This design comes from an exercise in tuning for small area on the open sky130 flow, not from production work. Only simulation tests tie the RTL to the original design; equivalence was not proved. No activity file was given, so power comes from the tool's default toggle rates.

==> flow/design.v <==
module axi_rd_tracker (
    input  wire        clk,
    input  wire        rst_n,
    input  wire        arvalid,
    output reg         arready,
    input  wire [7:0]  arid,
    input  wire [31:0] araddr,
    input  wire [3:0]  arlen,
    output wire        rvalid,
    input  wire        rready,
    output wire [7:0]  rid,
    output wire [31:0] rdata,
    output wire        rlast,
    output reg         be_req_valid,
    output wire [31:0] be_req_addr,
    output reg  [3:0]  be_req_len,
    input  wire        cpl_valid,
    input  wire [31:0] cpl_addr,
    input  wire [31:0] cpl_data,
    output wire [4:0]  inflight,
    output reg         fault
);
    localparam NS  = 41;     
    localparam NU  = 16;     
    localparam NI  = 21;     
    reg [31:0]   dbuf  [0:NS-1];
    reg [NS-1:0] s_fill;             
    reg [NS-1:0] s_last;             
    reg [25:0]   u_hi   [0:NU-1];    
    reg [3:0]    u_lo   [0:NU-1];    
    reg [5:0]    u_slot [0:NU-1];    
    reg [15:0]   u_mask [0:NU-1];    
    reg [3:0]    uh, ut;             
    reg [5:0]    tail;               
    reg [5:0]    hs;                 
    reg [5:0]    pf;                 
    reg [5:0]    op;                 
    reg [4:0]    t_count;
    reg [3:0]    pq_count;
    reg          gap_front;          
    reg [7:0]    idf [0:NI-1];
    reg [4:0]    iw, ir;
    reg [1:0]    lq1, lq0, ro;
    reg          pv;
    reg [NU-1:0] pcand;              
    reg [NU-1:0] psel;               
    reg [3:0]    plo;
    reg [31:0]   pdata;
    reg [29:0]   be_addr_q;
    function [5:0] inc_s(input [5:0] p);
        inc_s = (p == NS - 1) ? 6'd0 : p + 6'd1;
    endfunction
    function [4:0] inc_i(input [4:0] p);
        inc_i = (p == NI - 1) ? 5'd0 : p + 5'd1;
    endfunction
    integer u, b, i;
    assign rvalid      = ro[1];
    assign rlast       = ro[1] & ro[0];
    assign rid         = ro[1] ? idf[ir] : 8'd0;
    assign rdata       = ro[1] ? dbuf[op] : (ro[0] ? 32'h55555555 : 32'hAAAAAAAA);
    assign inflight    = t_count;
    assign be_req_addr = {be_addr_q, 2'b00};
    wire ar_hs = arvalid & arready & ~fault;
    reg [NU-1:0] c_hi;
    reg          any_hi, seen;
    always @(*) begin
        for (u = 0; u < NU; u = u + 1)
            c_hi[u] = pcand[u] & (u >= uh);
        any_hi = |c_hi;
        seen   = 1'b0;
        for (u = 0; u < NU; u = u + 1) begin
            psel[u] = (any_hi ? c_hi[u] : pcand[u]) & ~seen;
            seen    = seen | (any_hi ? c_hi[u] : pcand[u]);
        end
    end
    reg [5:0] p_base;
    reg [3:0] p_lo0;
    always @(*) begin
        p_base = 6'd0;
        p_lo0  = 4'd0;
        for (u = 0; u < NU; u = u + 1) begin
            p_base = p_base | (psel[u] ? u_slot[u] : 6'd0);
            p_lo0  = p_lo0  | (psel[u] ? u_lo[u]   : 4'd0);
        end
    end
    wire [3:0] p_k    = plo - p_lo0;
    wire [6:0] p_sum  = {1'b0, p_base} + {3'b000, p_k};
    wire [5:0] p_slot = (p_sum >= NS) ? p_sum - NS : p_sum[5:0];
    wire head_ok = s_fill[hs] | (pv & (p_slot == hs));
    wire d_last  = s_last[hs];
    wire pq_room = (pq_count <= 4'd6);
    wire drain   = ~fault & head_ok & pq_room;
    wire [1:0] n_push = drain ? (d_last ? 2'd2 : 2'd1) : 2'd0;
    wire advance = ~fault & ~(ro[1] & ~rready);
    wire pq_any  = (pq_count != 4'd0);
    wire pop     = advance & (pq_any | drain);
    wire f_last  = s_last[pf];
    wire [1:0] next_in = pq_any ? (gap_front ? 2'b01 : {1'b1, f_last}) :
                         drain  ? {1'b1, d_last} : 2'b00;
    wire deliver = advance & ro[1];
    wire [25:0] a_hi  = cpl_addr[31:6];
    wire [25:0] a_hm1 = cpl_addr[31:6] - 26'd1;
    wire [3:0]  a_lo  = cpl_addr[5:2];
    wire        a_ok  = cpl_valid & (cpl_addr[1:0] == 2'b00);
    wire         p_same = pv & (plo == a_lo);    
    reg [15:0]   lo_dec;
    reg [NU-1:0] e0, e1, bw, cand;
    always @(*) begin
        for (u = 0; u < 16; u = u + 1)
            lo_dec[u] = (plo == u);
        for (u = 0; u < NU; u = u + 1) begin
            e0[u]   = (u_hi[u] == a_hi);
            e1[u]   = (u_hi[u] == a_hm1);
            bw[u]   = (a_lo < u_lo[u]);
            cand[u] = a_ok & u_mask[u][a_lo] & ~(p_same & psel[u]) &
                      ((e0[u] & ~bw[u]) | (e1[u] & bw[u]));
        end
    end
    wire found    = |cand;
    wire cpl_fill = ~fault & found;
    wire cpl_bad  = ~fault & cpl_valid & ~found;
    wire [6:0] e_sum  = {1'b0, tail} + {3'b000, arlen};
    wire [5:0] e_slot = (e_sum >= NS) ? e_sum - NS : e_sum[5:0];
    reg [15:0] a_mask;
    reg [3:0]  a_off;
    always @(*)
        for (u = 0; u < 16; u = u + 1) begin
            a_off     = u[3:0] - araddr[5:2];
            a_mask[u] = (a_off <= arlen);
        end
    reg [NU-1:0] u_alloc;
    always @(*)
        for (u = 0; u < NU; u = u + 1)
            u_alloc[u] = ar_hs && (ut == u);
    reg [NU-1:0] m_load;
    reg [15:0]   m_val;
    always @(*) begin
        for (u = 0; u < NU; u = u + 1)
            m_load[u] = u_alloc[u] | ~rst_n;
        m_val = a_mask & {16{rst_n}};
    end
    wire [4:0] count_next = t_count + (ar_hs ? {1'b0, arlen} + 5'd1 : 5'd0) - {4'd0, drain};
    always @(posedge clk) begin
        be_addr_q  <= araddr[31:2];
        be_req_len <= arlen;
        pcand      <= cand;
        plo        <= a_lo;
        pdata      <= cpl_data;
    end
    always @(posedge clk)
        for (i = 0; i < NS; i = i + 1)
            if (pv && p_slot == i)
                dbuf[i] <= pdata;
    always @(posedge clk)
        for (i = 0; i < NU; i = i + 1)
            if (u_alloc[i]) begin
                u_hi[i]   <= araddr[31:6];
                u_lo[i]   <= araddr[5:2];
                u_slot[i] <= tail;
            end
    always @(posedge clk)
        if (ar_hs)
            idf[iw] <= arid;
    always @(posedge clk)
        for (i = 0; i < NU; i = i + 1)
            for (b = 0; b < 16; b = b + 1)
                u_mask[i][b] <= (m_load[i] & m_val[b]) |
                                (u_mask[i][b] & ~m_load[i] & ~(pv & psel[i] & lo_dec[b]));
    always @(posedge clk) begin
        if (!rst_n) begin
            s_fill       <= {NS{1'b0}};
            s_last       <= {NS{1'b0}};
            uh           <= 4'd0;
            ut           <= 4'd0;
            tail         <= 6'd0;
            hs           <= 6'd0;
            pf           <= 6'd0;
            op           <= 6'd0;
            t_count      <= 5'd0;
            pq_count     <= 4'd0;
            gap_front    <= 1'b0;
            iw           <= 5'd0;
            ir           <= 5'd0;
            lq1          <= 2'b00;
            lq0          <= 2'b00;
            ro           <= 2'b00;
            pv           <= 1'b0;
            arready      <= 1'b1;
            be_req_valid <= 1'b0;
            fault        <= 1'b0;
        end else begin
            be_req_valid <= ar_hs;
            pv           <= cpl_fill;
            if (pv)
                s_fill[p_slot] <= 1'b1;
            if (!fault) begin
                if (ar_hs) begin
                    ut             <= ut + 4'd1;
                    iw             <= inc_i(iw);
                    tail           <= inc_s(e_slot);
                    s_last[e_slot] <= 1'b1;
                end
                if (drain) begin
                    hs <= inc_s(hs);
                    if (d_last)
                        uh <= uh + 4'd1;
                end
                t_count <= count_next;
                if (pop) begin
                    if (pq_any) begin
                        if (gap_front)
                            gap_front <= 1'b0;
                        else begin
                            gap_front <= f_last;
                            pf        <= inc_s(pf);
                        end
                    end else begin
                        gap_front <= d_last;
                        pf        <= inc_s(pf);
                    end
                end
                pq_count <= pq_count + {2'b00, n_push} - {3'b000, pop};
                if (advance) begin
                    ro  <= lq0;
                    lq0 <= lq1;
                    lq1 <= next_in;
                end
                if (deliver) begin
                    op         <= inc_s(op);
                    s_fill[op] <= 1'b0;
                    s_last[op] <= 1'b0;
                    if (ro[0])
                        ir <= inc_i(ir);
                end
                arready <= drain ? 1'b0 : (count_next < 5'd16);
                if (cpl_bad)
                    fault <= 1'b1;
            end
        end
    end
endmodule
export LEC_CHECK = 0
export CAP_MARGIN = 20
export CORE_MARGIN = 2
export CORE_UTILIZATION = 55
export PLACE_DENSITY = 0.68
export SLEW_MARGIN = 20
create_clock -name core_clock -period 12.0 [get_ports {clk}]
standard.sh (not shown) runs the stock make flow with config.mk's settings and CLKGATE_MAP_FILE= SYNTH_SCRIPT=/design/flow/synth_recipe.tcl, a recipe that flattens the netlist after the stock synthesis.
==> flow/flow/run.sh <==
#!/bin/bash
set -euo pipefail
export BUFFER_PORTS_ARGS="-buffer_cell sky130_fd_sc_hd__buf_1"
export CTS_ARGS="-sink_clustering_enable -repair_clock_nets -sink_clustering_size 15 -sink_clustering_max_diameter 80 -distance_between_buffers 1000 -buf_list sky130_fd_sc_hd__clkbuf_8 -dont_use_dummy_load"
bash standard.sh > make.log 2>&1
==> next run, changes <==
==> flow/run.sh (new file) <==
#!/bin/bash
# synth_recipe.tcl (not shown) runs the flow's synth.tcl, then flattens the netlist and writes it again
# the make line also repeats each setting of config.mk as NAME=value (left out here)
make -C /OpenROAD-flow-scripts/flow DESIGN_CONFIG=/design/flow/config.mk WORK_HOME=/design/flow/orfs CLKGATE_MAP_FILE= SYNTH_SCRIPT=/design/flow/synth_recipe.tcl finish
- CORE_UTILIZATION: 55 -> 40
- CTS_BUF_LIST: default -> sky130_fd_sc_hd__clkbuf_16
- CTS_CLUSTER_DIAMETER: default -> 100
- CTS_CLUSTER_SIZE: default -> 25
- PLACE_DENSITY: 0.68 -> 0.6
removed: flow/flow/run.sh
removed: flow/standard.sh
What happened: Area after synthesis is unchanged. Cell area is higher by 3.4%. Non-clock buffer count fell by 10. Global-route usage went down by 9.5 points. Sequential share of layout area decreases by 2.1 points. Total power climbs by 8.2%. Utilization shrinks by 15 points. Die area went up by about 37%. Worst setup slack got worse by 69 ps.

[what the ideal ports hide]
How much do the figures lean on ideal ports? The routed layouts below were timed once more, with nothing changed but the port constraints.
Step 1 (the two cells are an assumption about what drives the block):
set clk [get_ports {clk}]
set_driving_cell -lib_cell sky130_fd_sc_hd__clkbuf_16 $clk
set_driving_cell -lib_cell sky130_fd_sc_hd__buf_2 [delete_from_list [all_inputs] $clk]
Step 2 moves the port delays by t, midway between the first and last clock arrival at a register: inputs arrive t later, outputs are due t later. That takes back most of the time a late clock gives input paths.
Slacks: ideal / step 1 / step 2; pairs: ideal / step 1.
run	t, ns	setup slack, ns	hold slack, ns	latest minus earliest clock arrival (ns)	worst register clock-pin slew, ns
the first run	1.165	0.964 / 0.964 / 0.964	0.433 / 0.433 / 0.433	0.154 / 0.154	0.11 / 0.11
the second run	0.945	0.896 / 0.896 / 0.896	0.440 / 0.440 / 0.440	0.060 / 0.060	0.11 / 0.11
After both steps setup and hold are still met in every run listed.
